This design comes from an exercise in tuning for small area, a short achievable clock period and few clock cycles per item on the open sky130 flow, not from production work.
RTL that was checked went through simulation tests only; none was proved equivalent to the original.
No functional check of the RTL was part of runs 2 to 6.
Power figures rest on the tool's default switching activity, not on a simulated workload.

File: design/flow/config.mk
export PLATFORM = sky130hd
export DESIGN_NAME = sscore_enc
export DESIGN_NICKNAME = sscore_enc
export VERILOG_FILES = /design/flow/design.v
export SDC_FILE = /design/flow/constraint.sdc
export NUM_CORES = 4
export LEC_CHECK = 0
export ABC_CLOCK_PERIOD_IN_PS = 2500
export CAP_MARGIN = 20
export CORE_MARGIN = 2
export CORE_UTILIZATION = 40
export SLEW_MARGIN = 20
File: design/flow/flow/run.sh
#!/bin/bash
# Layout flow: the standard flow (standard synthesis unchanged), with the
# ports buffered by the smallest buffer and setup repair aimed 5.2 ns past the
# clock period.  make's output goes to standard.log; ORFS's own per-step logs
# stay under orfs/logs.
set -euo pipefail
bash standard.sh SETUP_SLACK_MARGIN=5.2 "BUFFER_PORTS_ARGS=-buffer_cell sky130_fd_sc_hd__buf_1" finish > standard.log 2>&1
File: design/flow/standard.sh
#!/bin/bash
# synth_recipe.tcl (not shown) runs the flow's synth.tcl, then flattens the netlist and writes it again
# the make line also repeats each setting of config.mk as NAME=value (left out here)
make -C /OpenROAD-flow-scripts/flow DESIGN_CONFIG=/design/flow/config.mk WORK_HOME=/design/flow/orfs CLKGATE_MAP_FILE= SYNTH_SCRIPT=/design/flow/synth_recipe.tcl "${@:-finish}"
File: design/flow/design.v
module sscore_enc (
    input             clk,
    input             rst,         
    input             start,
    input      [47:0] in_len,
    output            idle,
    input             in_valid,
    output            in_ready,
    input       [7:0] in_data,
    output            out_valid,
    input             out_ready,
    output     [15:0] out_cp
);
    localparam [1:0] M_SCAN = 2'b00, M_ZERO = 2'b01, M_FF = 2'b10, M_PAT = 2'b11;
    reg         idle_q;
    reg         hdr;         
    reg  [1:0]  hidx;
    reg  [47:0] R;           
    reg  [4:0]  rb;          
    reg  [3:0]  wc;          
    reg  [7:0]  w [0:8];
    reg         al;          
    reg         inrdy;
    reg         eoi;         
    reg         ovalid;
    reg  [11:0] osym;
    reg         go;          
    reg         sgo;         
    reg  [1:0]  mode;
    reg  [9:0]  c;           
    reg         ph;          
    reg         ending;      
    reg         lastpair;    
    reg         sblk;        
    reg  [1:0]  se;          
    assign idle      = idle_q;
    assign in_ready  = inrdy;
    assign out_valid = ovalid;
    assign out_cp    = {4'hE, osym};
    wire can   = !ovalid || out_ready;
    wire push  = in_valid && inrdy;
    wire step  = go && can;
    wire [7:0] w0 = w[0], w1 = w[1], w2 = w[2], w3 = w[3];
    wire [7:0] w4 = w[4], w5 = w[5], w6 = w[6], w7 = w[7];
    wire z0 = (w0 == 8'h00), z1 = (w1 == 8'h00), z2 = (w2 == 8'h00), z3 = (w3 == 8'h00);
    wire f0 = (w0 == 8'hFF), f1 = (w1 == 8'hFF), f2 = (w2 == 8'hFF), f3 = (w3 == 8'hFF);
    wire e0 = (w0 == w2), e1 = (w1 == w3), e2 = (w2 == w4);
    wire e3 = (w3 == w5), e4 = (w4 == w6), e5 = (w5 == w7);
    wire ge2 = (wc >= 4'd2), ge4 = (wc >= 4'd4), ge5 = (wc >= 4'd5);
    wire ge6 = (wc >= 4'd6), ge8 = (wc >= 4'd8);
    wire zero4 = ge4 && z0 && z1 && z2 && z3;
    wire ff4   = ge4 && f0 && f1 && f2 && f3;
    wire pat4  = ge8 && e0 && e1 && e2 && e3 && e4 && e5;
    wire m1    = ge4 && e0 && e1;            
    wire m2    = ge6 && e2 && e3;            
    wire m1n   = ge5 && e1 && e2;            
    wire cont  = ge2 && ((mode == M_ZERO) ? z1 : f1);
    wire [9:0] c1 = c + 10'd1;
    wire [9:0] c2 = c + 10'd2;
    wire c1max = (c == 10'd1022);
    wire zfend = !cont || (c1 == 10'd1023);
    reg         demit;
    reg  [11:0] dsym;
    always @(*) begin
        demit = 1'b0;
        dsym  = {4'h0, w0};
        case (mode)
            M_SCAN: demit = !(zero4 || ff4 || pat4);
            M_PAT: begin
                if (!ph && !ending && (se != 2'd3)) begin
                    demit = !m2;
                    dsym  = {M_PAT, c2};
                end else begin
                    demit = ending && !(ph && lastpair);
                    dsym  = {4'h0, w1};
                end
            end
            default: begin
                demit = zfend;
                dsym  = {mode, c1};
            end
        endcase
    end
    reg  [11:0] hsym, ssym;
    always @(*) begin
        case (hidx)
            2'd0: hsym = R[47:36];
            2'd1: hsym = R[35:24];
            2'd2: hsym = R[23:12];
            default: hsym = R[11:0];
        endcase
        case (se)
            2'd0: ssym = {M_PAT, c1};
            2'd1: ssym = {4'h0, w0};
            default: ssym = {4'h0, w1};
        endcase
    end
    wire        emit = can && (hdr || sgo || (go && demit));
    wire [11:0] esym = hdr ? hsym : (sgo ? ssym : dsym);
    wire sblk_step = (mode != M_PAT) ? sblk :
                     (!ph ? 1'b0 : (lastpair ? sblk : (!ending && (!m1n || c1max))));
    wire sblk_c    = sgo ? (se != 2'd2) : (go ? sblk_step : sblk);
    wire hi0     = (R[47:4] == 44'd0);
    wire finrdy  = !idle_q && !hdr && hi0 && (R[3:0] == 4'd0);
    wire body_c1 = !idle_q && !finrdy && (!hdr || (hidx == 2'd3));
    wire body_c0 = !idle_q && !hdr;
    wire [2:0] nv [0:3];
    genvar k;
    generate
        for (k = 0; k < 4; k = k + 1) begin : g_nx
            wire       cc   = (k >= 2);
            wire       pp   = (k % 2) == 1;
            wire       st   = go && cc;
            wire       shA  = !al && (pp || eoi);
            wire       alup = shA && (wc == 4'd7);
            wire       aln  = al || alup;
            wire [3:0] wcn  = alup ? (eoi ? R[3:0] : 4'd8) :
                              (wc - {3'b000, st} + {3'b000, pp || shA});
            wire       eoin = eoi || (hi0 && (R[3:0] == wc + {3'b000, pp}));
            wire       rdyn = aln && ((wcn >= 4'd8) || (eoin && (wcn != 4'd0)));
            wire       bodn = cc ? body_c1 : body_c0;
            wire       sbn  = cc ? sblk_c : sblk;
            wire       finn = cc && finrdy;
            assign nv[k] = {bodn && rdyn && !sbn, bodn && rdyn && sbn,
                            !finn && !eoin && (wcn != 4'd9)};
        end
    endgenerate
    wire [2:0] nsel = can ? (push ? nv[3] : nv[2]) : (push ? nv[1] : nv[0]);
    wire       shA   = !al && (push || eoi);
    wire       sh    = step || shA;
    wire       al_up = shA && (wc == 4'd7);
    wire       ld7   = push && (!al || (step ? (wc == 4'd8) : (wc == 4'd7)));
    wire       ld8   = push && al && (step ? (wc == 4'd9) : (wc == 4'd8));
    wire [3:0] wc_p1 = wc + 4'd1;
    wire [3:0] wc_m1 = wc - 4'd1;
    wire [3:0] wc_a1 = (wc == 4'd7) ? (eoi ? R[3:0] : 4'd8) : wc_p1;
    wire [3:0] wc_n  = al ? (push ? (step ? wc : wc_p1) : (step ? wc_m1 : wc)) :
                            ((push || eoi) ? wc_a1 : wc);
    wire       eoi_n = eoi || (hi0 && (R[3:0] == wc + {3'b000, push}));
    integer j;
    always @(posedge clk) begin
        for (j = 0; j < 7; j = j + 1)
            if (sh) w[j] <= w[j + 1];
        if (ld7)     w[7] <= in_data;
        else if (sh) w[7] <= w[8];
        if (ld8)     w[8] <= in_data;
        if (emit) osym <= esym;
        if (idle_q) begin
            R  <= in_len;
            rb <= 5'd0;
        end else begin
            if (step) R[7:0] <= R[7:0] - 8'd1;
            for (j = 1; j < 6; j = j + 1)
                if (rb[j - 1]) R[8 * j +: 8] <= R[8 * j +: 8] - 8'd1;
            rb[0] <= step && (R[7:0] == 8'd0);
            for (j = 1; j < 5; j = j + 1)
                rb[j] <= rb[j - 1] && (R[8 * j +: 8] == 8'd0);
        end
        if (idle_q)     hidx <= 2'd0;
        else if (hdr && can) hidx <= hidx + 2'd1;
        if (step) begin
            case (mode)
                M_SCAN: c <= 10'd1;
                M_PAT: begin
                    if (!ph && !ending && (se != 2'd3)) c <= c1;
                    else if (!ph && (se == 2'd3) && m1) c <= 10'd0;
                end
                default: c <= zfend ? 10'd0 : c1;
            endcase
        end
        if (rst) begin
            idle_q <= 1'b1;
            hdr    <= 1'b0;
            wc     <= 4'd0;
            al     <= 1'b0;
            inrdy  <= 1'b0;
            ovalid <= 1'b0;
            go     <= 1'b0;
            sgo    <= 1'b0;
            mode   <= M_SCAN;
            ph     <= 1'b0;
            ending <= 1'b0;
            lastpair <= 1'b0;
            sblk   <= 1'b0;
            se     <= 2'd0;
        end else begin
            if (emit) ovalid <= 1'b1;
            else if (out_ready) ovalid <= 1'b0;
            if (idle_q) begin
                wc    <= 4'd0;
                al    <= 1'b0;
                go    <= 1'b0;
                sgo   <= 1'b0;
                inrdy <= start && (in_len != 48'd0);
                eoi   <= (in_len == 48'd0);
                if (start) begin
                    idle_q <= 1'b0;
                    hdr    <= 1'b1;
                end
            end else begin
                wc    <= wc_n;
                al    <= al || al_up;
                eoi   <= eoi_n;
                {go, sgo, inrdy} <= nsel;
                if (can && finrdy) idle_q <= 1'b1;
                if (can && hidx == 2'd3) hdr <= 1'b0;
            end
            if (can) sblk <= sblk_c;
            if (sgo && can) se <= se + 2'd1;
            if (step) begin
                case (mode)
                    M_SCAN: begin
                        if (zero4)      mode <= M_ZERO;
                        else if (ff4)   mode <= M_FF;
                        else if (pat4) begin
                            mode <= M_PAT;
                            ph   <= 1'b1;
                        end
                    end
                    M_PAT: begin
                        if (!ph) begin
                            ph <= 1'b1;
                            if (ending) begin
                                lastpair <= 1'b1;
                            end else if (se == 2'd3) begin
                                se <= 2'd0;
                                if (!m1) lastpair <= 1'b1;
                            end else if (!m2) begin
                                ending <= 1'b1;
                            end
                        end else begin
                            ph <= 1'b0;
                            if (lastpair) begin
                                mode     <= M_SCAN;
                                ending   <= 1'b0;
                                lastpair <= 1'b0;
                            end
                        end
                    end
                    default: begin
                        if (!cont) mode <= M_SCAN;
                    end
                endcase
            end
        end
    end
endmodule
File: design/flow/constraint.sdc
create_clock -name core_clock -period 8.0 [get_ports {clk}]
set_input_delay 1.6000 -clock core_clock [delete_from_list [all_inputs] [get_ports {clk}]]
set_output_delay 1.6000 -clock core_clock [all_outputs]
set_load 0.01 [all_outputs]
==> flow_summary_export.csv, run 1 <==
group,metric,value,unit
floorplanning,core,25200,um^2
floorplanning,start_util,0.407,
worst_setup_path,reg2reg_depth,9,
grt,grt_usage,0.213,
min_path,worstHoldStart,"rb[0]$_SDFF_PP0_",
floorplanning,die-area,26900,um^2
worst_setup_path,cpPeakStageDelay,0.52,ns
logic_synthesis,synth_area,10300,um^2
clocking,clock_path_buffers,2,
clocking,tritoncts,"yes",
detailed_routing,via_per_inst,5.77,
worst_setup_path,critical_path_class,"flip-flop to flip-flop",
logic_synthesis,netlist.area_leader.share,0.419,
min_path,hold_depth,2,
clocking,clk_latency,0.44,ns
grt,grt_start_max_net_pins,82,
grt,first_global_vias,7955,
floorplanning,num_rows,58,
placement,dp_hpwl,20.6,mm
sta,tightest_slew,0.831,ns
floorplanning,die_h,164,um
floorplanning,io_pins,80,
logic_synthesis,synth-main-ff-cell,"edfxtp_1",
logic_synthesis,synth_area_leaders,"edfxtp_1 (42%), xor2_1 (6.5%), dfxtp_1 (5.1%)",
placement,placedCellCount,1375,
cells_and_area,nFillCells,2347,
logic_synthesis,postSynthAreaPerCell,10.1,um^2
worst_setup_path,path_cells,"nand4_1, or3_4, a2111oi_4, a311oi_2, nor2b_1, a211oi_2, buf_4, nor2_4, buf_12",
pwr,powerDensity,190,nW/um^2
job,maxCapViolCount,0,
clocking,numCtsBuffers,17,
logic_synthesis,yosys.area.top_type,"edfxtp_1",
worst_setup_path,cp-start-kind,"flip-flop",
worst_setup_path,ff2ff_setup_slack,5.21,ns
cells_and_area,multi_input_area,5310,um^2
cells_and_area,final_cells,1431,
clocking,cts-root-buf,"clkbuf_16",
sta,hold_viol_final,0,
sta,period_minus_slack,2.79,ns
logic_synthesis,synth.most_common_cell,"edfxtp_1",
logic_synthesis,async_flop_share,0,
cells_and_area,syn_to_final_growth,15.4,%
sta,setup_violations,0,
pwr,leakagePower,4.19,nW
logic_synthesis,ys_ff_latch,169,
detailed_routing,ant_nets,0,
cells_and_area,antennaDiodeCount,0,
detailed_routing,wirelength,28.4,mm
placement,globalplace.congestion,0.899,
worst_setup_path,crit_slowest_cell,"edfxtp_1",
cells_and_area,seq_area,4830,um^2
worst_setup_path,crit_arrival,2.95,ns
detailed_routing,first_pass_iters,9,
grt,antenna_found_initial,0,
logic_synthesis,synthCells,1016,
detailed_routing,drt_iter0_markers,797,
detailed_routing,avgRoutedWirePerCell,19.9,um
sta,finalSetupTns,0,ns
cells_and_area,drive_gt1_frac,0.119,
cells_and_area,fin_nets,1189,
run_status,status,"timing/DRC/antenna clean",
clocking,h-tree-depth,4,
grt,grt_pass1_wl,44.1,mm
grt,grt-ovfl-total,0,
sta,rsz0062_at_grt,"no",
logic_synthesis,ys_seq_area_frac,0.469,
worst_setup_path,endpoint_kind,"flip-flop",
detailed_routing,vias,8257,
min_path,hold_class,"flip-flop to flip-flop",
pwr,irDropWorstVdd,0.147,mV
worst_setup_path,r2r_start,"c[5]$_DFFE_PP_",
clocking,cts.sinks,169,
sta,maxSlewViolCount,0,
sta,min_period_over_period,0.349,
worst_setup_path,crit_fanout,8,
floorplanning,die_w,164,um
logic_synthesis,netlist_top_cells_count,"edfxtp_1 (143), nand2_1 (111), xor2_1 (76), o21ai_0 (65), nor2_1 (58)",
worst_setup_path,r2r_end,"osym[6]$_DFFE_PP_",
clocking,path_clk_slew,0.07,ns
min_path,min_to,"rb[1]$_SDFF_PP0_",
sta,max-slew-margin-rel,0.446,
logic_synthesis,ys_warn_count,2,
detailed_routing,drc_errors,0,
placement,io_buffer_count,75,
logic_synthesis,synth_edf_count,143,
worst_setup_path,required,8.15,ns
sta,max_freq,0.358,GHz
sta,skew,0.0187,ns
logic_synthesis,ys_types,78,
[flip-flops by register name (all words and copies together) (netlist names), 2 cells and up]
register / flops
w: 72
R: 48
osym: 12
c: 10
rb: 5
wc: 4
hidx: 2
mode: 2
se: 2
[how the worst max path moves through the flow]
stage	startpoint	end	slack [ns]	cells after the start
after floorplan	in_valid	w[7][0]$_DFFE_PP_	4.59	5
after global placement	out_ready	w[7][1]$_DFFE_PP_	3.93	6
after detailed placement	out_ready	w[7][4]$_DFFE_PP_	3.81	6
after CTS	rst	sgo$_SDFF_PP0_	5.19	5
after global routing	c[5]$_DFFE_PP_	osym[1]$_DFFE_PP_	5.15	9
final	c[5]$_DFFE_PP_	osym[6]$_DFFE_PP_	5.21	9
[timing repair]
item,CTS,global route
buffers inserted,12,12
setup endpoints to repair,124,37
resized for setup,25,21
pin swaps,5,6
hold buffers,0,0
[stage by stage]
step / utilization / setup slack, ns / cell area (um^2) / power [mW] / hold WS, ns
after global placement: 0.429 / 3.93 / 10800 / 1.43 / 0.448
final: 0.470 / 5.21 / 11800 / 2.26 / 0.472
after global routing: 0.470 / 5.15 / 11800 / 2.34 / 0.482
after CTS: 0.462 / 5.19 / 11600 / 2.25 / 0.460
after detailed placement: 0.429 / 3.81 / 10800 / 1.43 / 0.438
after floorplan: - / 4.59 / 10300 / 1.32 / 0.410
[cell type report]
type                            instances  area share
Clock inverter                         14      0.0126
Clock buffer                           18      0.0362
Multi-Input combinational cell        754       0.448
Sequential cell                       169       0.408
Timing Repair Buffer                  104      0.0468
Inverter                               42      0.0137
Tap cell                              330      0.0349
[routing by layer]
layer / vias to the layer above / track usage / wire length [um]
met3: 43 / 0.0331 / 1750
met5: - / 0 / 0
met1: 3953 / 0.287 / 12600
li1: 3923 / - / -
met2: 338 / 0.353 / 13400
met4: 0 / 0.0678 / 664
[placed cells by master, fill, tap and decap left out, types with 10 or more instances in the layout]
cell       netlist  routed
a21oi_1         35      35
dfxtp_1         26      21
nor3_1          31      31
nor2_1          58      56
ha_1            40      38
xnor2_1         43      41
clkbuf_16        0      17
buf_1            1      74
o21ai_1         10      10
buf_4            7      24
nor4_1          41      30
xor2_1          76      75
nand3_1         24      23
inv_1           41      41
a222oi_1        12      12
o21ai_0         65      64
nand2_1        111     109
nor4_2           0      10
nand4_1         20      20
edfxtp_1       143     143
[where the power goes]
group	internal [mW]	switching (mW)
Sequential	1.04	0.0968
Combinational	0.127	0.171
Clock	0.417	0.400
[cell families (layout without fill, tap and decap cells)]
family          after synthesis  after routing  synth area share
buf+inv                      95            178            0.0391
compound gates              209            209             0.134
other cells                   2              4          0.000732
xor+xnor                    119            119             0.102
mux                          16             16            0.0170
flops                       169            169             0.469
simple gates                366            366             0.189
fa+ha+maj                    40             40            0.0488
[critical path, delay by kind of cell, from the launching register on]
family | cells | cell delay, ns
flip-flops | 1 | 0.52
AO/OA/AOI/OAI | 3 | 0.64
AND/OR/NAND/NOR | 4 | 1.03
buffers and inverters | 2 | 0.33
Testbench counts, summed over its fixed seeds: cycles 65,110, bytes 62,998.
==> run 2: changes to the inputs <==
--- a/design/flow/design.v
+++ b/design/flow/design.v
@@ -30,2 +30,3 @@
     reg  [9:0]  c;           
+    reg         cmax;        
     reg         ph;          
@@ -59,4 +60,4 @@
     wire [9:0] c2 = c + 10'd2;
-    wire c1max = (c == 10'd1022);
-    wire zfend = !cont || (c1 == 10'd1023);
+    wire c1max = cmax;
+    wire zfend = !cont || cmax;
     reg         demit;
@@ -148,3 +149,3 @@
         if (idle_q) begin
-            R  <= in_len;
+            if (start) R <= in_len;
             rb <= 5'd0;
@@ -162,8 +163,19 @@
             case (mode)
-                M_SCAN: c <= 10'd1;
+                M_SCAN: begin
+                    c    <= 10'd1;
+                    cmax <= 1'b0;
+                end
                 M_PAT: begin
-                    if (!ph && !ending && (se != 2'd3)) c <= c1;
-                    else if (!ph && (se == 2'd3) && m1) c <= 10'd0;
-                end
-                default: c <= zfend ? 10'd0 : c1;
+                    if (!ph && !ending && (se != 2'd3)) begin
+                        c    <= c1;
+                        cmax <= (c == 10'd1021);
+                    end else if (!ph && (se == 2'd3) && m1) begin
+                        c    <= 10'd0;
+                        cmax <= 1'b0;
+                    end
+                end
+                default: begin
+                    c    <= zfend ? 10'd0 : c1;
+                    cmax <= !zfend && (c == 10'd1021);
+                end
             endcase
==> design/flow/flow/run.sh (replaced) <==
#!/bin/bash
# Layout flow: the standard flow (standard synthesis unchanged), with the
# ports buffered by the smallest buffer and setup repair aimed 5.25 ns past the
# clock period.  make's output goes to standard.log; ORFS's own per-step logs
# stay under orfs/logs.
set -euo pipefail
bash standard.sh SETUP_SLACK_MARGIN=5.25 "BUFFER_PORTS_ARGS=-buffer_cell sky130_fd_sc_hd__buf_1" finish > standard.log 2>&1
--- a/design/flow/config.mk
+++ b/design/flow/config.mk
@@ -7,6 +7,5 @@
 export LEC_CHECK = 0
-export ABC_CLOCK_PERIOD_IN_PS = 2500
 export CAP_MARGIN = 20
 export CORE_MARGIN = 2
-export CORE_UTILIZATION = 40
+export CORE_UTILIZATION = 50
 export SLEW_MARGIN = 20
==> run 2 against run 1 <==
Compared with the run above:
- synthesized cell count increased by 1.1%
- register-to-register slack improved by 0.04 ns
- design area increased by 0.44%
- non-clock buffer count increased by 12
- synthesized area decreased by 0.41%
- power decreased by 1.2%
- final cell count decreased by 2.8%
- die area decreased by 20%
- sequential power about the same
- clock power increased by 3.8%
- first-iteration DRC count increased by 5.9%
==> flow_summary_export.csv, run 2 <==
group,metric,value,unit
floorplanning,core,20200,um^2
logic_synthesis,ys_types,78,
placement,pre_cts_ws,4.46,ns
logic_synthesis,synth_xor_xnor_area_share,0.0994,
logic_synthesis,synth_area_leaders,"edfxtp_1 (42%), xnor2_1 (6.2%), dfxtp_1 (5.1%)",
logic_synthesis,synth_edf_count,144,
worst_setup_path,cpPeakStageDelay,0.47,ns
detailed_routing,ant_nets,0,
logic_synthesis,postSynthAreaPerCell,9.95,um^2
pwr,power.total,2.23,mW
logic_synthesis,netlist_top_cells_count,"edfxtp_1 (144), nand2_1 (119), o21ai_0 (85), xnor2_1 (72), nor2_1 (62)",
worst_setup_path,path_cells,"buf_1, nor4_2, nand4_1, or3_1, a21oi_1, a311oi_1",
logic_synthesis,yosys.area.top_type,"edfxtp_1",
placement,io_buffer_count,75,
pwr,leakagePower,4.15,nW
grt,grt_usage,0.260,
grt,grt_start_max_net_pins,58,
logic_synthesis,synth-main-ff-cell,"edfxtp_1",
floorplanning,die_w,147,um
sta,min_period_over_period,0.345,
sta,tightest_slew,0.689,ns
clocking,path_clk_slew,0.08,ns
sta,setup_violations,0,
clocking,cts-root-buf,"clkbuf_16",
clocking,tritoncts,"yes",
cells_and_area,syn_to_final_growth,16.4,%
sta,post-route-worst-setup-slack,5.24,ns
detailed_routing,drt_iter0_markers,844,
clocking,h-tree-depth,4,
clocking,cts.sinks,170,
floorplanning,io_pins,80,
sta,finalSetupTns,0,ns
detailed_routing,via_per_inst,5.97,
floorplanning,start_util,0.507,
cells_and_area,antennaDiodeCount,0,
sta,maxSlewViolCount,0,
min_path,hold_class,"flip-flop to flip-flop",
worst_setup_path,crit_fanout,2,
logic_synthesis,ys_ff_latch,170,
grt,grt-ovfl-total,0,
worst_setup_path,endpoint_kind,"flip-flop",
logic_synthesis,netlist.area_leader.share,0.423,
sta,hold_viol_final,0,
cells_and_area,reg_top3,"w (72), R (48), osym (12)",
sta,rsz0062_at_grt,"yes",
grt,antenna_found_initial,0,
clocking,clock_path_buffers,2,
floorplanning,num_rows,52,
grt,first_global_vias,7763,
run_status,status,"timing/DRC/antenna clean",
placement,globalplace.congestion,0.928,
logic_synthesis,yosys-mux-area-fraction,0.0168,
pwr,irDropWorstVdd,0.145,mV
logic_synthesis,synthSimpleGateAreaFrac,0.182,
pwr,powerDensity,187,nW/um^2
sta,max-slew-margin-rel,0.540,
worst_setup_path,required,8.29,ns
logic_synthesis,synthCells,1027,
sta,skew,0.0153,ns
detailed_routing,drc_errors,0,
floorplanning,die_h,147,um
cells_and_area,layout_commonest_cell,"edfxtp_1",
cells_and_area,top_register,"w",
cells_and_area,layout_common_cells,"edfxtp_1 (144), nand2_1 (116), o21ai_0 (80)",
clocking,numCtsBuffers,17,
logic_synthesis,synth_area,10200,um^2
logic_synthesis,synth_top_family_by_area,"simple AND/OR/NAND/NOR gates",
detailed_routing,wirelength,27.7,mm
logic_synthesis,ys_seq_area_frac,0.474,
worst_setup_path,cp-start-kind,"primary input",
logic_synthesis,ys_warn_count,2,
clocking,hold_buffers,0,
grt,grt_pass1_wl,43.5,mm
job,maxCapViolCount,0,
worst_setup_path,crit_arrival,3.06,ns
floorplanning,die-area,21600,um^2
worst_setup_path,critical_path_class,"primary input to flip-flop",
logic_synthesis,synth-compound-area-share,0.139,
cells_and_area,largest_reg_flops,72,
clocking,clk_latency,0.44,ns
detailed_routing,first_pass_iters,9,
detailed_routing,avgRoutedWirePerCell,19.9,um
logic_synthesis,synth.most_common_cell,"edfxtp_1",
worst_setup_path,crit_slowest_cell,"or3_1",
detailed_routing,vias,8298,
logic_synthesis,async_flop_share,0,
cells_and_area,fin_nets,1208,
sta,max_freq,0.362,GHz
sta,period_minus_slack,2.76,ns
logic_synthesis,synthAdderAreaFrac,0.0478,
cells_and_area,drive_gt1_frac,0.133,
placement,dp_hpwl,19.8,mm
-- run 2: changes by cell type after synthesis, sizes merged, moves of 6 or more --
| cell | previous run | this run |
|---|---|---|
| nand4 | 20 | 26 |
| or3 | 5 | 13 |
| and3 | 8 | 1 |
| clkbuf | 40 | 50 |
| o21ai | 75 | 86 |
| xnor2 | 43 | 72 |
| a31oi | 7 | 13 |
| xor2 | 76 | 44 |
| nand2b | 10 | 4 |
| buf | 13 | 6 |
| nand2 | 111 | 119 |
| nor4 | 44 | 36 |
-- run 2: cells by family (layout without fill, tap and decap cells) --
logic type / count (synthesis) / in the layout
DFF: 170 / 170
muxes: 16 / 16
adders and majority gates: 39 / 39
and+or+nand+nor: 362 / 362
xor gates and xnor gates: 116 / 116
buffers and inverters: 103 / 195
AOI/OAI and AO/OA: 219 / 219
other: 2 / 4
-- run 2: area by class of cell --
cell class / instances / area, um^2
Fill cell: 1753 / 8270
Multi-Input combinational cell: 756 / 5280
Inverter: 47 / 196
Clock inverter: 15 / 189
Clock buffer: 17 / 425
Sequential cell: 170 / 4860
Timing Repair Buffer: 116 / 613
Tap cell: 270 / 338
-- run 2: path summary, 6_finish.rpt --
check                     endpoint  slack (ns)  cells after the start        startpoint
setup / recovery  inrdy$_SDFF_PP0_        5.24                      6        in_len[10]
hold / removal    rb[2]$_SDFF_PP0_        0.47                      2  rb[1]$_SDFF_PP0_
setup reg to reg     go$_SDFF_PP0_        5.25                      7   R[12]$_DFFE_PP_
hold reg to reg   rb[2]$_SDFF_PP0_        0.47                      2  rb[1]$_SDFF_PP0_
-- run 2: critical path, delay by kind of cell --
kind / cells / cell delay [ns]
simple gates: 3 / 1.09
compound gates: 2 / 0.25
buf+inv: 1 / 0.11
-- run 2: stage by stage --
step	std cells	hold slack, ns	instance area (um^2)	utilization
6_report	1391	0.467	11900	0.590
5_1_grt	1391	0.488	11900	0.590
4_1_cts	1383	0.470	11700	0.581
3_5_place_dp	1325	0.445	10800	0.536
3_3_place_gp	1324	0.448	10800	0.536
2_1_floorplan	1029	0.432	10400	-
-- run 2: routing by layer --
metal | routed length [um] | GRT usage | up-vias
met1 | 13200 | 0.394 | 3975
met3 | 1940 | 0.0488 | 40
met4 | 579 | 0.0769 | 0
li1 | - | - | 3967
met5 | 0 | 0 | -
met2 | 12000 | 0.379 | 316
-- run 2: where the power goes --
group / switching (mW) / internal [mW]
logic: 0.154 / 0.116
clock network: 0.421 / 0.427
registers: 0.0746 / 1.03
-- run 2: timing repair --
action | 4_1_cts | 5_1_grt
gates resized for setup | 27 | 21
setup buffers | 26 | 8
endpoints found under the setup margin | 23 | 25
pin swaps | 6 | 3
==> run 3: changes to the inputs <==
--- a/design/flow/design.v
+++ b/design/flow/design.v
@@ -14,3 +14,4 @@
     localparam [1:0] M_SCAN = 2'b00, M_ZERO = 2'b01, M_FF = 2'b10, M_PAT = 2'b11;
-    reg         idle_q;
+    reg         idle_q;      
+    reg         busy;        
     reg         hdr;         
@@ -21,2 +22,3 @@
     reg  [7:0]  w [0:8];
+    reg  [6:0]  eq;          
     reg         al;          
@@ -37,2 +39,3 @@
     assign idle      = idle_q;
+    wire   idl       = !busy;
     assign in_ready  = inrdy;
@@ -47,4 +50,3 @@
     wire f0 = (w0 == 8'hFF), f1 = (w1 == 8'hFF), f2 = (w2 == 8'hFF), f3 = (w3 == 8'hFF);
-    wire e0 = (w0 == w2), e1 = (w1 == w3), e2 = (w2 == w4);
-    wire e3 = (w3 == w5), e4 = (w4 == w6), e5 = (w5 == w7);
+    wire e0 = eq[0], e1 = eq[1], e2 = eq[2], e3 = eq[3], e4 = eq[4], e5 = eq[5];
     wire ge2 = (wc >= 4'd2), ge4 = (wc >= 4'd4), ge5 = (wc >= 4'd5);
@@ -104,5 +106,5 @@
     wire hi0     = (R[47:4] == 44'd0);
-    wire finrdy  = !idle_q && !hdr && hi0 && (R[3:0] == 4'd0);
-    wire body_c1 = !idle_q && !finrdy && (!hdr || (hidx == 2'd3));
-    wire body_c0 = !idle_q && !hdr;
+    wire finrdy  = busy && !hdr && hi0 && (R[3:0] == 4'd0);
+    wire body_c1 = busy && !finrdy && (!hdr || (hidx == 2'd3));
+    wire body_c0 = busy && !hdr;
     wire [2:0] nv [0:3];
@@ -147,4 +149,8 @@
         if (ld8)     w[8] <= in_data;
+        if (sh) eq[4:0] <= eq[5:1];
+        if (ld7)     eq[5] <= sh ? (w[6] == in_data) : (w[5] == in_data);
+        else if (sh) eq[5] <= eq[6];
+        if (ld8)     eq[6] <= sh ? (w[7] == in_data) : (w[6] == in_data);
         if (emit) osym <= esym;
-        if (idle_q) begin
+        if (idl) begin
             if (start) R <= in_len;
@@ -159,3 +165,3 @@
         end
-        if (idle_q)     hidx <= 2'd0;
+        if (idl)        hidx <= 2'd0;
         else if (hdr && can) hidx <= hidx + 2'd1;
@@ -184,2 +190,3 @@
             idle_q <= 1'b1;
+            busy   <= 1'b0;
             hdr    <= 1'b0;
@@ -200,3 +207,3 @@
             else if (out_ready) ovalid <= 1'b0;
-            if (idle_q) begin
+            if (idl) begin
                 wc    <= 4'd0;
@@ -209,2 +216,3 @@
                     idle_q <= 1'b0;
+                    busy   <= 1'b1;
                     hdr    <= 1'b1;
@@ -216,3 +224,6 @@
                 {go, sgo, inrdy} <= nsel;
-                if (can && finrdy) idle_q <= 1'b1;
+                if (can && finrdy) begin
+                    idle_q <= 1'b1;
+                    busy   <= 1'b0;
+                end
                 if (can && hidx == 2'd3) hdr <= 1'b0;
==> design/flow/flow/run.sh (replaced) <==
#!/bin/bash
# Layout flow: the standard flow (standard synthesis unchanged), with the
# ports buffered by the smallest buffer and setup repair aimed 5.3 ns past the
# clock period.  make's output goes to standard.log; ORFS's own per-step logs
# stay under orfs/logs.
set -euo pipefail
bash standard.sh SETUP_SLACK_MARGIN=5.3 "BUFFER_PORTS_ARGS=-buffer_cell sky130_fd_sc_hd__buf_1" finish > standard.log 2>&1
==> run 3 against run 2 <==
Compared with the run above:
- global-route usage shrank 1.5 points
- still clean on timing, DRC and antenna
- first-iteration DRC count shrank 7.7%
- power grew 3.3%
- clock power grew 5.5%
- critical path type unchanged
- via count shrank 4.1%
==> flow_summary_export.csv, run 3 <==
group,metric,value,unit
cells_and_area,fin_util,0.589,
run_status,status,"timing/DRC/antenna clean",
clocking,numCtsBuffers,17,
clocking,path_clk_slew,0.08,ns
cells_and_area,layout_common_cells,"edfxtp_1 (151), nor2_1 (112), nand2_1 (80)",
sta,min_period_over_period,0.353,
detailed_routing,wirelength,26.3,mm
logic_synthesis,netlist.area_leader.share,0.437,
worst_setup_path,crit_cells,8,
pwr,p_int,1.65,mW
placement,dp_hpwl,19.3,mm
logic_synthesis,async_flop_share,0,
sta,period_minus_slack,2.82,ns
placement,io_buffer_count,75,
clocking,clock_path_buffers,2,
sta,hold_viol_final,0,
sta,setup_violations,0,
cells_and_area,layout_commonest_cell,"edfxtp_1",
grt,grt-ovfl-total,0,
floorplanning,core,20300,um^2
cells_and_area,syn_to_final_growth,15.1,%
logic_synthesis,synth_edf_count,151,
cells_and_area,antennaDiodeCount,0,
detailed_routing,via_per_inst,5.88,
grt,grt_start_max_net_pins,88,
worst_setup_path,path_cells,"buf_6, nor4_4, nand4_1, nor3_4, nor2_2, a31oi_1, o31a_1, o211ai_1",
pwr,irDropWorstVdd,0.161,mV
pwr,comb_power_share,0.111,
floorplanning,io_pins,80,
cells_and_area,largest_reg_flops,72,
job,maxCapViolCount,0,
grt,grt_usage,0.245,
worst_setup_path,endpoint_kind,"flip-flop",
sta,max-slew-margin-rel,0.428,
sta,skew,0.0182,ns
worst_setup_path,cpPeakStageDelay,0.39,ns
grt,grt_pass1_wl,41.6,mm
logic_synthesis,ys_types,76,
floorplanning,num_rows,52,
cells_and_area,top_register,"w",
logic_synthesis,synth-main-ff-cell,"edfxtp_1",
floorplanning,die_h,148,um
detailed_routing,vias,7955,
pwr,swShare,0.282,
pwr,leakagePower,4.09,nW
floorplanning,die_w,148,um
cells_and_area,drive_gt1_frac,0.124,
floorplanning,die-area,21900,um^2
sta,tightest_slew,0.856,ns
worst_setup_path,crit_slowest_cell,"nor4_4",
worst_setup_path,crit_arrival,3.15,ns
worst_setup_path,reg2reg_depth,11,
grt,antenna_found_initial,0,
logic_synthesis,netlist_top_cells_count,"edfxtp_1 (151), nor2_1 (116), nand2_1 (82), a21oi_1 (76), xnor2_1 (59)",
worst_setup_path,crit_family,"simple AND/OR/NAND/NOR gates",
detailed_routing,avgRoutedWirePerCell,19.4,um
cells_and_area,fin_nets,1171,
detailed_routing,drc_errors,0,
worst_setup_path,required,8.32,ns
clocking,h-tree-depth,4,
worst_setup_path,cp-start-kind,"primary input",
pwr,powerDensity,193,nW/um^2
pwr,pwr-share-seq,0.500,
worst_setup_path,critical_path_class,"primary input to flip-flop",
sta,max_freq,0.354,GHz
min_path,hold_depth,0,
logic_synthesis,ys_seq_area_frac,0.489,
clocking,clk_latency,0.44,ns
logic_synthesis,ys_warn_count,2,
logic_synthesis,synth_area_leaders,"edfxtp_1 (44%), dfxtp_1 (5.2%), xnor2_1 (5.0%)",
pwr,p_clk_frac,0.389,
pwr,switchingPower,0.649,mW
grt,first_global_vias,7398,
worst_setup_path,crit_fanout,2,
clocking,cts.sinks,178,
worst_setup_path,worst-path-buf-inv,1,
logic_synthesis,synth_area,10400,um^2
logic_synthesis,synthCells,1007,
cells_and_area,final_cells,1354,
logic_synthesis,postSynthAreaPerCell,10.3,um^2
clocking,cts-root-buf,"clkbuf_16",
sta,rsz0062_at_grt,"yes",
detailed_routing,ant_nets,0,
logic_synthesis,yosys.area.top_type,"edfxtp_1",
cells_and_area,reg_top3,"w (72), R (48), osym (12)",
min_path,hold_class,"flip-flop to flip-flop",
detailed_routing,first_pass_iters,8,
clocking,tritoncts,"yes",
pwr,power.total,2.30,mW
placement,placedCellCount,1307,
sta,finalSetupTns,0,ns
sta,maxSlewViolCount,0,
logic_synthesis,ys_ff_latch,178,
placement,globalplace.congestion,0.854,
floorplanning,start_util,0.511,
sta,hold_slack,0.420,ns
logic_synthesis,synth.most_common_cell,"edfxtp_1",
detailed_routing,drt_iter0_markers,779,
-- run 3: cell count changes after synthesis, moves of 7 or more --
| cell | previous run | this run |
|---|---|---|
| a21oi_1 | 30 | 76 |
| or3_1 | 12 | 2 |
| edfxtp_1 | 144 | 151 |
| mux2_2 | 9 | 18 |
| clkbuf_1 | 50 | 36 |
| o21ai_0 | 85 | 26 |
| xnor2_1 | 72 | 59 |
| nor2_1 | 62 | 116 |
| nor4_1 | 34 | 25 |
| nand2_1 | 119 | 82 |
-- run 3: through the flow --
stage,worst slack [ns],cell area (um^2)
CTS,5.12,11800
floorplan,4.47,10500
detailed placement,4.23,10900
global route,5.14,12000
global placement,4.26,10900
finish,5.18,12000
-- run 3: final timing paths --
| kind | to | start | slack, ns |
|---|---|---|---|
| hold reg to reg | w[3][4]$_DFFE_PN_ | w[4][4]$_DFFE_PN_ | 0.42 |
| setup / recovery | inrdy$_SDFF_PP0_ | in_len[5] | 5.18 |
| setup reg to reg | sgo$_SDFF_PP0_ | go$_SDFF_PP0_ | 5.38 |
| hold / removal | w[3][4]$_DFFE_PN_ | w[4][4]$_DFFE_PN_ | 0.42 |
-- run 3: power groups by stage --
stage	sequential, mW	combinational [mW]	clock [mW]
2_1_floorplan	1.15	0.167	0
3_3_place_gp	1.17	0.234	0
3_5_place_dp	1.17	0.236	0
4_1_cts	1.15	0.250	0.910
5_1_grt	1.16	0.282	0.946
6_report	1.15	0.256	0.895
-- run 3: cells by family (layout without fill, tap and decap cells) --
logic type,Yosys count,in the layout,share of synthesized area
adders and majority gates,39,39,0.0470
muxes,24,24,0.0253
buffers and inverters,94,169,0.0381
AOI/OAI and AO/OA,197,197,0.128
and+or+nand+nor,375,375,0.188
DFF,178,178,0.489
other,2,4,0.000723
xor gates and xnor gates,98,98,0.0841
-- run 3: final cells by class --
cell class / instances / area, um^2
sequential: 178 / 5090
timing repair buffer: 95 / 498
multi-input combinational: 737 / 5190
inverter: 42 / 174
clock inverter: 15 / 228
tap: 270 / 338
fill: 1776 / 8350
clock buffer: 17 / 425
-- run 3: metal layers --
metal  vias to the layer above  global-route usage  part of all wire
met1                      3820               0.363              0.47
met4                         0              0.0562             0.014
met3                        22              0.0408             0.058
met2                       255               0.380              0.46
li1                       3858                   -                 -
met5                         -                   0                 0
-- run 3: what timing repair did --
| item | CTS | global route |
|---|---|---|
| endpoints found under the setup margin | 111 | 48 |
| cloned | 1 | 0 |
| hold endpoints to repair | 0 | 0 |
| hold buffers | 0 | 0 |
| resized for setup | 19 | 32 |
| buffers inserted | 6 | 8 |
| pin swaps | 2 | 14 |
==> run 4: changes to the inputs <==
--- a/design/flow/design.v
+++ b/design/flow/design.v
@@ -20,5 +20,5 @@
     reg  [4:0]  rb;          
+    reg  [5:1]  gz;          
     reg  [3:0]  wc;          
     reg  [7:0]  w [0:8];
-    reg  [6:0]  eq;          
     reg         al;          
@@ -31,3 +31,3 @@
     reg  [1:0]  mode;
-    reg  [9:0]  c;           
+    reg  [9:0]  cp;          
     reg         cmax;        
@@ -39,3 +39,2 @@
     assign idle      = idle_q;
-    wire   idl       = !busy;
     assign in_ready  = inrdy;
@@ -48,9 +47,10 @@
     wire [7:0] w4 = w[4], w5 = w[5], w6 = w[6], w7 = w[7];
-    wire z0 = (w0 == 8'h00), z1 = (w1 == 8'h00), z2 = (w2 == 8'h00), z3 = (w3 == 8'h00);
-    wire f0 = (w0 == 8'hFF), f1 = (w1 == 8'hFF), f2 = (w2 == 8'hFF), f3 = (w3 == 8'hFF);
-    wire e0 = eq[0], e1 = eq[1], e2 = eq[2], e3 = eq[3], e4 = eq[4], e5 = eq[5];
+    wire z0 = (w0 == 8'h00), z1 = (w1 == 8'h00);
+    wire f0 = (w0 == 8'hFF), f1 = (w1 == 8'hFF);
+    wire e0 = (w0 == w2), e1 = (w1 == w3), e2 = (w2 == w4);
+    wire e3 = (w3 == w5), e4 = (w4 == w6), e5 = (w5 == w7);
     wire ge2 = (wc >= 4'd2), ge4 = (wc >= 4'd4), ge5 = (wc >= 4'd5);
     wire ge6 = (wc >= 4'd6), ge8 = (wc >= 4'd8);
-    wire zero4 = ge4 && z0 && z1 && z2 && z3;
-    wire ff4   = ge4 && f0 && f1 && f2 && f3;
+    wire zero4 = ge4 && z0 && z1 && e0 && e1;     
+    wire ff4   = ge4 && f0 && f1 && e0 && e1;
     wire pat4  = ge8 && e0 && e1 && e2 && e3 && e4 && e5;
@@ -60,4 +60,3 @@
     wire cont  = ge2 && ((mode == M_ZERO) ? z1 : f1);
-    wire [9:0] c1 = c + 10'd1;
-    wire [9:0] c2 = c + 10'd2;
+    wire [9:0] cp1 = cp + 10'd1;
     wire c1max = cmax;
@@ -74,3 +73,3 @@
                     demit = !m2;
-                    dsym  = {M_PAT, c2};
+                    dsym  = {M_PAT, cp1};
                 end else begin
@@ -82,3 +81,3 @@
                 demit = zfend;
-                dsym  = {mode, c1};
+                dsym  = {mode, cp};
             end
@@ -95,3 +94,3 @@
         case (se)
-            2'd0: ssym = {M_PAT, c1};
+            2'd0: ssym = {M_PAT, cp};
             2'd1: ssym = {4'h0, w0};
@@ -105,3 +104,3 @@
     wire sblk_c    = sgo ? (se != 2'd2) : (go ? sblk_step : sblk);
-    wire hi0     = (R[47:4] == 44'd0);
+    wire hi0     = (&gz) && (R[7:4] == 4'd0);
     wire finrdy  = busy && !hdr && hi0 && (R[3:0] == 4'd0);
@@ -149,11 +148,11 @@
         if (ld8)     w[8] <= in_data;
-        if (sh) eq[4:0] <= eq[5:1];
-        if (ld7)     eq[5] <= sh ? (w[6] == in_data) : (w[5] == in_data);
-        else if (sh) eq[5] <= eq[6];
-        if (ld8)     eq[6] <= sh ? (w[7] == in_data) : (w[6] == in_data);
-        if (emit) osym <= esym;
-        if (idl) begin
+        if (can) osym <= esym;
+        if (!busy) begin
             if (start) R <= in_len;
+            for (j = 1; j < 6; j = j + 1)
+                gz[j] <= (in_len[8 * j +: 8] == 8'd0);
             rb <= 5'd0;
         end else begin
+            for (j = 1; j < 6; j = j + 1)
+                if (rb[j - 1]) gz[j] <= (R[8 * j +: 8] == 8'd1);
             if (step) R[7:0] <= R[7:0] - 8'd1;
@@ -165,3 +164,3 @@
         end
-        if (idl)        hidx <= 2'd0;
+        if (!busy)      hidx <= 2'd0;
         else if (hdr && can) hidx <= hidx + 2'd1;
@@ -170,3 +169,3 @@
                 M_SCAN: begin
-                    c    <= 10'd1;
+                    cp   <= 10'd2;
                     cmax <= 1'b0;
@@ -175,6 +174,6 @@
                     if (!ph && !ending && (se != 2'd3)) begin
-                        c    <= c1;
-                        cmax <= (c == 10'd1021);
+                        cp   <= cp1;
+                        cmax <= (cp == 10'd1022);
                     end else if (!ph && (se == 2'd3) && m1) begin
-                        c    <= 10'd0;
+                        cp   <= 10'd1;
                         cmax <= 1'b0;
@@ -183,4 +182,4 @@
                 default: begin
-                    c    <= zfend ? 10'd0 : c1;
-                    cmax <= !zfend && (c == 10'd1021);
+                    cp   <= zfend ? 10'd1 : cp1;
+                    cmax <= !zfend && (cp == 10'd1022);
                 end
@@ -207,3 +206,3 @@
             else if (out_ready) ovalid <= 1'b0;
-            if (idl) begin
+            if (!busy) begin
                 wc    <= 4'd0;
==> run 4 against run 3 <==
Compared with the run above:
- highest routed layer unchanged
- largest cell class unchanged
- maximum frequency grew 3.0%
- die area shrank 0.84%
- synthesized area shrank 0.87%
==> flow_summary_export.csv, run 4 <==
group,metric,value,unit
logic_synthesis,ys_types,73,
detailed_routing,ant_nets,0,
sta,max-slew-margin-rel,0.511,
logic_synthesis,synth_edf_count,149,
logic_synthesis,synthCells,1015,
worst_setup_path,crit_fanout,2,
logic_synthesis,synthSimpleGateAreaFrac,0.179,
min_path,min_to,"idle_q$_SDFFE_PP1P_",
logic_synthesis,yosys.area.top_type,"edfxtp_1",
cells_and_area,antennaDiodeCount,0,
worst_setup_path,cpPeakStageDelay,0.59,ns
sta,min_period_over_period,0.343,
logic_synthesis,synthAdderAreaFrac,0.0462,
cells_and_area,fin_nets,1184,
logic_synthesis,synth-compound-area-share,0.125,
logic_synthesis,synth.most_common_cell,"edfxtp_1",
placement,placedCellCount,1316,
logic_synthesis,synth_area_leaders,"edfxtp_1 (43%), xnor2_1 (6.2%), dfxtp_1 (5.3%)",
detailed_routing,drc_errors,0,
logic_synthesis,postSynthAreaPerCell,10.1,um^2
pwr,leakagePower,4.11,nW
sta,finalSetupTns,0,ns
detailed_routing,via_per_inst,5.96,
detailed_routing,first_pass_iters,10,
grt,antenna_found_initial,0,
worst_setup_path,critical_path_class,"primary input to flip-flop",
sta,skew,0.0102,ns
floorplanning,start_util,0.509,
worst_setup_path,crit_family,"simple AND/OR/NAND/NOR gates",
worst_setup_path,crit_arrival,3.07,ns
pwr,powerDensity,193,nW/um^2
worst_setup_path,r2r_end,"sgo$_SDFF_PP0_",
sta,tightest_slew,0.733,ns
logic_synthesis,synth-main-ff-cell,"edfxtp_1",
worst_setup_path,required,8.33,ns
sta,maxSlewViolCount,0,
cells_and_area,layout_commonest_cell,"edfxtp_1",
clocking,hold_buffers,0,
clocking,h-tree-depth,4,
worst_setup_path,crit_slowest_cell,"or4_4",
run_status,status,"timing/DRC/antenna clean",
clocking,cts.sinks,176,
worst_setup_path,endpoint_kind,"flip-flop",
sta,hold_viol_final,0,
min_path,hold_depth,2,
detailed_routing,avgRoutedWirePerCell,19.7,um
grt,grt-ovfl-total,0,
logic_synthesis,ys_ff_latch,176,
detailed_routing,vias,8147,
clocking,cts-root-buf,"clkbuf_16",
cells_and_area,layout_common_cells,"edfxtp_1 (149), nor2_1 (105), nand2_1 (79)",
worst_setup_path,reg2reg_depth,9,
worst_setup_path,r2r_start,"wc[1]$_SDFFE_PP0P_",
detailed_routing,drt_iter0_markers,816,
cells_and_area,final_cells,1368,
logic_synthesis,netlist_top_cells_count,"edfxtp_1 (149), nor2_1 (107), nand2_1 (81), a21oi_1 (75), xnor2_1 (73)",
logic_synthesis,synth_top_family_by_area,"simple AND/OR/NAND/NOR gates",
min_path,worstHoldStart,"idle_q$_SDFFE_PP1P_",
pwr,irDropWorstVdd,0.140,mV
floorplanning,core,20200,um^2
logic_synthesis,async_flop_share,0,
floorplanning,num_rows,52,
cells_and_area,reg_top3,"w (72), R (48), osym (12)",
placement,io_buffer_count,75,
floorplanning,die_h,147,um
sta,period_minus_slack,2.74,ns
logic_synthesis,ys_seq_area_frac,0.487,
logic_synthesis,ys_warn_count,2,
job,maxCapViolCount,0,
placement,dp_hpwl,19.3,mm
clocking,clock_path_buffers,2,
logic_synthesis,synth_area,10300,um^2
worst_setup_path,path_cells,"buf_1, nor4_2, nand2_1, or4_4, nor3_4, nor3_1, a21o_1",
clocking,clk_latency,0.44,ns
cells_and_area,syn_to_final_growth,15.9,%
clocking,tritoncts,"yes",
logic_synthesis,synth_xor_xnor_area_share,0.0969,
clocking,numCtsBuffers,17,
grt,grt_start_max_net_pins,73,
sta,rsz0062_at_grt,"yes",
cells_and_area,largest_reg_flops,72,
logic_synthesis,yosys-mux-area-fraction,0.0283,
sta,setup_violations,0,
grt,grt_pass1_wl,42.2,mm
detailed_routing,wirelength,27.0,mm
floorplanning,io_pins,80,
worst_setup_path,ff2ff_setup_slack,5.44,ns
worst_setup_path,worst-path-buf-inv,1,
worst_setup_path,cp-start-kind,"primary input",
floorplanning,die-area,21700,um^2
logic_synthesis,netlist.area_leader.share,0.435,
grt,grt_usage,0.247,
cells_and_area,drive_gt1_frac,0.119,
grt,first_global_vias,7731,
placement,globalplace.congestion,0.931,
floorplanning,die_w,147,um
sta,max_freq,0.365,GHz
cells_and_area,nFillCells,1755,
clocking,path_clk_slew,0.08,ns
min_path,hold_class,"flip-flop to flip-flop",
cells_and_area,top_register,"w",
-- run 4: cell types whose count changed after synthesis, sizes merged, moves of 8 or more --
cell | before | now
nand4 | 29 | 12
xnor2 | 59 | 74
o21ai | 28 | 38
nor2 | 116 | 107
or4 | 3 | 12
a22oi | 4 | 12
nor3 | 35 | 27
-- run 4: worst max-delay path by stage --
stage,start,endpoint,cells past startpoint
floorplan,in_valid,w[7][0]$_DFFE_PP_,5
global placement,out_ready,w[7][0]$_DFFE_PP_,6
detailed placement,out_ready,w[7][6]$_DFFE_PP_,6
CTS,in_len[19],inrdy$_SDFF_PP0_,7
global route,in_len[18],eoi$_DFFE_PN_,7
finish,in_len[18],inrdy$_SDFF_PP0_,7
-- run 4: stage by stage --
step	util	area, um^2	hold WS (ns)	worst slack, ns	total power [mW]
after floorplan	-	10400	0.446	4.59	1.33
after global placement	0.535	10800	0.437	4.22	1.42
after detailed placement	0.535	10800	0.437	4.14	1.43
after CTS	0.578	11700	0.449	5.25	2.31
after global routing	0.590	11900	0.483	5.14	2.39
final	0.590	11900	0.450	5.26	2.31
-- run 4: final cells by class --
cell class              count  area [um^2]  share of cell area
multi-input cells         749         5180               0.434
flip-flops and latches    176         5030               0.422
repair buffers             99          562              0.0471
clock buffers              17          425              0.0357
well taps                 270          338              0.0283
clock inverters            15          219              0.0183
inverters                  42          178              0.0149
-- run 4: worst min-delay path, stage by stage (launching register included) --
cell and delay (ns):
dfxtp_1 0.32, nand2_1 0.05, nand2_1 0.04
-- run 4: routing by layer --
metal	part of all wire	GRT usage	vias up
met3	0.067	0.0500	48
met5	0	0	-
met4	0.025	0.0784	0
li1	-	-	3891
met2	0.46	0.384	328
met1	0.45	0.351	3880
-- run 4: power breakdown --
part,internal (mW),switching (mW)
clock,0.438,0.439
sequential,1.07,0.0811
combinational,0.119,0.154
total,1.63,0.674
-- run 4: timing repair --
action | 4_1_cts | 5_1_grt
pin swaps | 5 | 14
cloned | 2 | 1
buffers inserted | 6 | 11
setup endpoints to repair | 113 | 36
endpoints found under the hold margin | 0 | 0
resized for setup | 28 | 30
-- run 4: logic make-up after synthesis --
group,after synthesis
compound gates,201
flops,176
buf+inv,93
fa+ha+maj,38
other cells,2
mux,27
simple gates,365
xor+xnor,113
==> run 5: changes to the inputs <==
==> design/flow/flow/run.sh (replaced) <==
#!/bin/bash
# Layout flow: the standard flow (standard synthesis unchanged), with the
# ports buffered by the smallest buffer and setup repair aimed 5.2 ns past the
# clock period.  make's output goes to standard.log; ORFS's own per-step logs
# stay under orfs/logs.
set -euo pipefail
bash standard.sh SETUP_SLACK_MARGIN=5.2 "BUFFER_PORTS_ARGS=-buffer_cell sky130_fd_sc_hd__buf_1" finish > standard.log 2>&1
--- a/design/flow/config.mk
+++ b/design/flow/config.mk
@@ -9,3 +9,3 @@
 export CORE_MARGIN = 2
-export CORE_UTILIZATION = 50
+export CORE_UTILIZATION = 45
 export SLEW_MARGIN = 20
==> run 5 against run 4 <==
Compared with the run above:
- highest routed layer unchanged
- register-to-register slack got worse by 0.12 ns
- worst setup slack got worse by 0.032 ns
- power shrank 1.7%
- global-route usage down 2.8 points
==> flow_summary_export.csv, run 5 <==
group,metric,value,unit
run_status,status,"timing/DRC/antenna clean",
sta,max_freq,0.360,GHz
pwr,powerDensity,193,nW/um^2
pwr,switchingPower,0.653,mW
pwr,comb_power_share,0.114,
placement,io_buffer_count,75,
logic_synthesis,synth_area,10300,um^2
worst_setup_path,ff2ff_setup_slack,5.32,ns
detailed_routing,ant_nets,0,
worst_setup_path,crit_start,"in_len[34]",
cells_and_area,largest_reg_flops,72,
worst_setup_path,endpoint_kind,"flip-flop",
logic_synthesis,synth_area_leaders,"edfxtp_1 (43%), xnor2_1 (6.2%), dfxtp_1 (5.3%)",
clocking,cts.sinks,176,
job,maxCapViolCount,0,
worst_setup_path,critical_path_class,"primary input to flip-flop",
cells_and_area,antennaDiodeCount,0,
worst_setup_path,critPathCapture,"inrdy$_SDFF_PP0_",
sta,skew,0.0148,ns
logic_synthesis,synth_edf_count,149,
floorplanning,start_util,0.456,
cells_and_area,final_cells,1374,
pwr,p_int,1.61,mW
clocking,numCtsBuffers,17,
grt,antenna_found_initial,0,
detailed_routing,avgRoutedWirePerCell,18.9,um
grt,grt-ovfl-total,0,
clocking,clock_path_buffers,2,
detailed_routing,via_per_inst,5.87,
sta,setup_violations,0,
worst_setup_path,cp-start-kind,"primary input",
placement,pre_cts_ws,4.22,ns
grt,grt_usage,0.219,
logic_synthesis,synthCells,1015,
floorplanning,core,22600,um^2
worst_setup_path,r2r_start,"wc[0]$_SDFFE_PP0P_",
placement,placedCellCount,1330,
detailed_routing,first_pass_iters,7,
sta,hold_viol_final,0,
detailed_routing,drt_iter0_markers,809,
clocking,clk_latency,0.44,ns
cells_and_area,reg_top3,"w (72), R (48), osym (12)",
clocking,h-tree-depth,4,
cells_and_area,syn_to_final_growth,14.2,%
worst_setup_path,crit_arrival,3.10,ns
sta,hold_slack,0.474,ns
logic_synthesis,netlist.area_leader.share,0.435,
logic_synthesis,ys_types,73,
worst_setup_path,crit_fanout,2,
pwr,p_clk_frac,0.376,
sta,period_minus_slack,2.78,ns
logic_synthesis,synth.most_common_cell,"edfxtp_1",
clocking,tritoncts,"yes",
clocking,path_clk_slew,0.08,ns
pwr,swShare,0.288,
detailed_routing,wirelength,26.0,mm
sta,max-slew-margin-rel,0.411,
sta,maxSlewViolCount,0,
worst_setup_path,r2r_end,"go$_SDFF_PP0_",
clocking,hold_buffers,0,
cells_and_area,layout_commonest_cell,"edfxtp_1",
detailed_routing,drc_errors,0,
worst_setup_path,required,8.33,ns
floorplanning,io_pins,80,
clocking,cts-root-buf,"clkbuf_16",
grt,grt_pass1_wl,41.2,mm
pwr,power.total,2.27,mW
floorplanning,num_rows,55,
floorplanning,die_w,155,um
logic_synthesis,postSynthAreaPerCell,10.1,um^2
sta,rsz0062_at_grt,"yes",
grt,grt_start_max_net_pins,93,
sta,tightest_slew,0.884,ns
sta,min_period_over_period,0.347,
sta,post-route-worst-setup-slack,5.22,ns
worst_setup_path,reg2reg_depth,10,
grt,first_global_vias,7512,
logic_synthesis,yosys.area.top_type,"edfxtp_1",
min_path,hold_class,"flip-flop to flip-flop",
detailed_routing,vias,8066,
cells_and_area,fin_nets,1175,
logic_synthesis,async_flop_share,0,
sta,finalSetupTns,0,ns
logic_synthesis,ys_ff_latch,176,
floorplanning,die_h,155,um
logic_synthesis,ys_seq_area_frac,0.487,
cells_and_area,drive_gt1_frac,0.106,
pwr,irDropWorstVdd,0.131,mV
cells_and_area,layout_common_cells,"edfxtp_1 (149), nor2_1 (105), nand2_1 (79)",
cells_and_area,top_register,"w",
logic_synthesis,netlist_top_cells_count,"edfxtp_1 (149), nor2_1 (107), nand2_1 (81), a21oi_1 (75), xnor2_1 (73)",
placement,globalplace.congestion,0.930,
logic_synthesis,synth-main-ff-cell,"edfxtp_1",
logic_synthesis,ys_warn_count,2,
pwr,pwr-share-seq,0.510,
pwr,leakagePower,4.02,nW
placement,dp_hpwl,18.8,mm
floorplanning,die-area,24100,um^2
[run 5: worst min path at each step]
stage	from	end	slack, ns	cells past startpoint
6_report	rb[3]$_SDFF_PN0_	rb[4]$_SDFF_PN0_	0.47	2
5_1_grt	w[6][3]$_DFFE_PP_	w[5][3]$_DFFE_PP_	0.49	0
4_1_cts	rb[3]$_SDFF_PN0_	rb[4]$_SDFF_PN0_	0.48	2
3_5_place_dp	w[7][2]$_DFFE_PP_	w[6][2]$_DFFE_PP_	0.46	0
3_3_place_gp	w[6][3]$_DFFE_PP_	w[5][3]$_DFFE_PP_	0.45	0
2_1_floorplan	rb[0]$_SDFF_PN0_	rb[1]$_SDFF_PN0_	0.45	2
[run 5: logic make-up (layout without fill, tap and decap cells)]
| logic type | Yosys count | in the layout | synth area share |
|---|---|---|---|
| and+or+nand+nor | 365 | 365 | 0.179 |
| AOI/OAI and AO/OA | 201 | 201 | 0.125 |
| DFF | 176 | 176 | 0.487 |
| other | 2 | 4 | 0.000730 |
| adders and majority gates | 38 | 38 | 0.0462 |
| buffers and inverters | 93 | 165 | 0.0368 |
| xor gates and xnor gates | 113 | 113 | 0.0969 |
| muxes | 27 | 27 | 0.0283 |
[run 5: repair_timing]
action,CTS,global route
buffers inserted,1,10
gates resized for setup,23,24
endpoints found under the setup margin,104,34
gates cloned,1,0
pin swaps,1,4
[run 5: per-stage QoR]
stage	util	instance area [um^2]
3_5_place_dp	0.480	10800
2_1_floorplan	-	10400
4_1_cts	0.513	11600
3_3_place_gp	0.480	10800
6_report	0.521	11800
5_1_grt	0.521	11800
[run 5: cell type report]
type	instances	area, um^2
clock inverter	15	185
clock buffer	17	425
sequential	176	5030
tap	285	357
timing repair buffer	91	477
inverter	42	174
multi-input combinational	748	5110
fill	2059	10800
[run 5: routing by layer]
metal,part of all wire,GRT usage
met2,0.44,0.328
met4,0.015,0.0581
met5,0,0
met1,0.48,0.329
met3,0.064,0.0365
[run 5: power groups by stage]
stage,registers [mW],clock network (mW),logic (mW)
after global placement,1.18,0,0.242
after floorplan,1.14,0,0.182
after detailed placement,1.18,0,0.244
final,1.16,0.852,0.259
after CTS,1.16,0.866,0.252
after global routing,1.17,0.904,0.288
[run 5: worst max-delay path, stage by stage]
cell and delay, ns:
buf_6 0.09, nor4_2 0.28, nand2_1 0.13, or4_4 0.58, nor3_4 0.17, nor3_2 0.07
a21o_1 0.18
==> run 6: changes to the inputs <==
--- a/design/flow/design.v
+++ b/design/flow/design.v
@@ -14,4 +14,3 @@
     localparam [1:0] M_SCAN = 2'b00, M_ZERO = 2'b01, M_FF = 2'b10, M_PAT = 2'b11;
-    reg         idle_q;      
-    reg         busy;        
+    reg         idle_q;
     reg         hdr;         
@@ -20,3 +19,2 @@
     reg  [4:0]  rb;          
-    reg  [5:1]  gz;          
     reg  [3:0]  wc;          
@@ -104,6 +102,6 @@
     wire sblk_c    = sgo ? (se != 2'd2) : (go ? sblk_step : sblk);
-    wire hi0     = (&gz) && (R[7:4] == 4'd0);
-    wire finrdy  = busy && !hdr && hi0 && (R[3:0] == 4'd0);
-    wire body_c1 = busy && !finrdy && (!hdr || (hidx == 2'd3));
-    wire body_c0 = busy && !hdr;
+    wire hi0     = (R[47:4] == 44'd0);
+    wire finrdy  = !idle_q && !hdr && hi0 && (R[3:0] == 4'd0);
+    wire body_c1 = !idle_q && !finrdy && (!hdr || (hidx == 2'd3));
+    wire body_c0 = !idle_q && !hdr;
     wire [2:0] nv [0:3];
@@ -148,11 +146,7 @@
         if (ld8)     w[8] <= in_data;
-        if (can) osym <= esym;
-        if (!busy) begin
+        if (emit) osym <= esym;
+        if (idle_q) begin
             if (start) R <= in_len;
-            for (j = 1; j < 6; j = j + 1)
-                gz[j] <= (in_len[8 * j +: 8] == 8'd0);
             rb <= 5'd0;
         end else begin
-            for (j = 1; j < 6; j = j + 1)
-                if (rb[j - 1]) gz[j] <= (R[8 * j +: 8] == 8'd1);
             if (step) R[7:0] <= R[7:0] - 8'd1;
@@ -164,3 +158,3 @@
         end
-        if (!busy)      hidx <= 2'd0;
+        if (idle_q)     hidx <= 2'd0;
         else if (hdr && can) hidx <= hidx + 2'd1;
@@ -189,3 +183,2 @@
             idle_q <= 1'b1;
-            busy   <= 1'b0;
             hdr    <= 1'b0;
@@ -206,3 +199,3 @@
             else if (out_ready) ovalid <= 1'b0;
-            if (!busy) begin
+            if (idle_q) begin
                 wc    <= 4'd0;
@@ -215,3 +208,2 @@
                     idle_q <= 1'b0;
-                    busy   <= 1'b1;
                     hdr    <= 1'b1;
@@ -223,6 +215,3 @@
                 {go, sgo, inrdy} <= nsel;
-                if (can && finrdy) begin
-                    idle_q <= 1'b1;
-                    busy   <= 1'b0;
-                end
+                if (can && finrdy) idle_q <= 1'b1;
                 if (can && hidx == 2'd3) hdr <= 1'b0;
==> run 6 against run 5 <==
Compared with the run above:
- via count grew 0.53%
- hold slack lost 0.010 ns
- maximum frequency up 0.27%
- worst setup slack better by 0.0076 ns
- highest routed layer unchanged
- still clean on timing, DRC and antenna
==> flow_summary_export.csv, run 6 <==
group,metric,value,unit
detailed_routing,dr_wl_met2,12.1,mm
logic_synthesis,ys_types,80,
clocking,clk_latency,0.45,ns
logic_synthesis,ys_seq_area_frac,0.476,
min_path,hold_class,"flip-flop to flip-flop",
sta,period_minus_slack,2.77,ns
logic_synthesis,yosys-mux-area-fraction,0.0191,
placement,io_buffer_count,75,
logic_synthesis,synth_top_family_by_area,"simple AND/OR/NAND/NOR gates",
logic_synthesis,netlist_top_cells_count,"edfxtp_1 (144), nand2_1 (126), xnor2_1 (84), o21ai_0 (83), nor2_1 (59)",
worst_setup_path,crit_fanout,15,
pwr,irDropWorstVdd,0.138,mV
placement,dp_hpwl,19.7,mm
floorplanning,die_h,154,um
detailed_routing,first_pass_iters,6,
logic_synthesis,synth_edf_count,144,
logic_synthesis,synth-main-ff-cell,"edfxtp_1",
sta,hold_viol_final,0,
sta,tightest_slew,0.775,ns
floorplanning,num_rows,55,
detailed_routing,drc_errors,0,
detailed_routing,avgRoutedWirePerCell,19.9,um
worst_setup_path,crit_arrival,3.14,ns
grt,grt_pass1_wl,42.5,mm
logic_synthesis,ys_ff_latch,170,
detailed_routing,drt_iter0_markers,882,
clocking,tritoncts,"yes",
placement,dpl_cell_area,10800,um^2
min_path,min_to,"rb[3]$_SDFF_PP0_",
cells_and_area,layout_common_cells,"edfxtp_1 (144), nand2_1 (125), xnor2_1 (83)",
logic_synthesis,yosys.area.top_type,"edfxtp_1",
worst_setup_path,ff2ff_setup_slack,5.29,ns
cells_and_area,fin_nets,1175,
floorplanning,die_w,154,um
clocking,clock_path_buffers,2,
pwr,leakagePower,3.91,nW
detailed_routing,wirelength,27.3,mm
sta,rsz0062_at_grt,"yes",
floorplanning,core,22400,um^2
logic_synthesis,synthAdderAreaFrac,0.0467,
detailed_routing,ant_nets,0,
cells_and_area,antennaDiodeCount,0,
sta,min_period_over_period,0.346,
worst_setup_path,endpoint_kind,"flip-flop",
sta,finalSetupTns,0,ns
cells_and_area,fin_util,0.516,
sta,setup_violations,0,
cells_and_area,top_register,"w",
cells_and_area,largest_reg_flops,72,
logic_synthesis,synth-compound-area-share,0.144,
logic_synthesis,synth_area,10200,um^2
logic_synthesis,synth_xor_xnor_area_share,0.0984,
grt,grt_usage,0.230,
detailed_routing,via_per_inst,5.90,
logic_synthesis,async_flop_share,0,
logic_synthesis,synth_area_leaders,"edfxtp_1 (42%), xnor2_1 (7.2%), dfxtp_1 (5.1%)",
grt,grt_start_max_net_pins,74,
grt,first_global_vias,7633,
clocking,cts.sinks,170,
grt,grt-ovfl-total,0,
logic_synthesis,ys_warn_count,2,
worst_setup_path,cp-start-kind,"primary input",
grt,antenna_found_initial,0,
logic_synthesis,synth.most_common_cell,"edfxtp_1",
clocking,numCtsBuffers,17,
worst_setup_path,r2r_start,"eoi$_DFFE_PN_",
floorplanning,die-area,23800,um^2
detailed_routing,top_layer_used,"met4",
pwr,powerDensity,186,nW/um^2
sta,max_freq,0.361,GHz
logic_synthesis,postSynthAreaPerCell,9.95,um^2
detailed_routing,wl_met1,12.9,mm
detailed_routing,met3WireLength,1.67,mm
cells_and_area,syn_to_final_growth,13.8,%
sta,hold_slack,0.464,ns
min_path,worstHoldStart,"rb[2]$_SDFF_PP0_",
worst_setup_path,reg2reg_depth,9,
logic_synthesis,synthSimpleGateAreaFrac,0.177,
detailed_routing,vias,8109,
cells_and_area,drive_gt1_frac,0.100,
sta,max-slew-margin-rel,0.483,
clocking,h-tree-depth,4,
run_status,status,"timing/DRC/antenna clean",
worst_setup_path,r2r_end,"go$_SDFF_PP0_",
clocking,path_clk_slew,0.08,ns
cells_and_area,reg_top3,"w (72), R (48), osym (12)",
logic_synthesis,synthCells,1023,
floorplanning,start_util,0.454,
worst_setup_path,critical_path_class,"primary input to flip-flop",
sta,maxSlewViolCount,0,
placement,globalplace.congestion,0.881,
pwr,power.total,2.16,mW
worst_setup_path,required,8.37,ns
job,maxCapViolCount,0,
cells_and_area,design_area,11600,um^2
logic_synthesis,netlist.area_leader.share,0.425,
floorplanning,io_pins,80,
cells_and_area,layout_commonest_cell,"edfxtp_1",
clocking,cts-root-buf,"clkbuf_16",
sta,skew,0.0171,ns
min_path,hold_depth,2,
-- run 6: power breakdown --
group	total (mW)	switching, mW	internal [mW]
Combinational	0.248	0.144	0.104
Sequential	1.10	0.0681	1.03
Clock	0.809	0.397	0.412
Total	2.16	0.609	1.55
-- run 6: cells by family after synthesis --
kind of cell | count (synthesis)
compound gates | 225
mux | 18
simple gates | 360
other cells | 2
flops | 170
xor+xnor | 111
fa+ha+maj | 38
buf+inv | 99
-- run 6: cell type report --
class / instances / area, um^2
inverter: 43 / 170
fill: 2065 / 10900
timing repair buffer: 88 / 422
tap: 285 / 357
clock buffer: 19 / 433
sequential: 170 / 4850
multi-input combinational: 756 / 5220
clock inverter: 13 / 130
-- run 6: worst max-delay path, cell delays in order --
cell and delay [ns]:
buf_2 0.20, or4_1 0.57, a311oi_1 0.39, o21a_1 0.16, a211oi_1 0.06, o22ai_1 0.15
-- run 6: worst max path at each step --
stage                        from                 to  slack, ns  cells after the start
3_3_place_gp            out_ready  w[7][2]$_DFFE_PP_       4.45                      7
2_1_floorplan            in_valid  w[7][0]$_DFFE_PP_       4.60                      5
6_report                      rst      go$_SDFF_PP0_       5.23                      6
3_5_place_dp            out_ready  w[7][4]$_DFFE_PP_       4.41                      7
5_1_grt        wc[1]$_SDFFE_PP0P_      go$_SDFF_PP0_       5.18                      8
4_1_cts                 out_ready  w[7][4]$_DFFE_PP_       5.21                      8
-- run 6: what timing repair did --
item	in CTS	in global routing
gates cloned	0	0
hold buffers	0	0
setup buffers	3	3
endpoints found under the setup margin	41	41
pin swaps	1	4
gates resized for setup	17	18
endpoints found under the hold margin	0	0
-- run 6: stage by stage --
stage / std cells / setup WS (ns)
6_report: 1374 / 5.23
5_1_grt: 1374 / 5.18
3_5_place_dp: 1336 / 4.41
2_1_floorplan: 1025 / 4.60
4_1_cts: 1371 / 5.21
3_3_place_gp: 1335 / 4.45
-- run 6: metal layers --
metal	track usage	up-vias
li1	-	3877
met1	0.334	3895
met2	0.350	293
met3	0.0443	44
met4	0.0732	0
met5	0	-
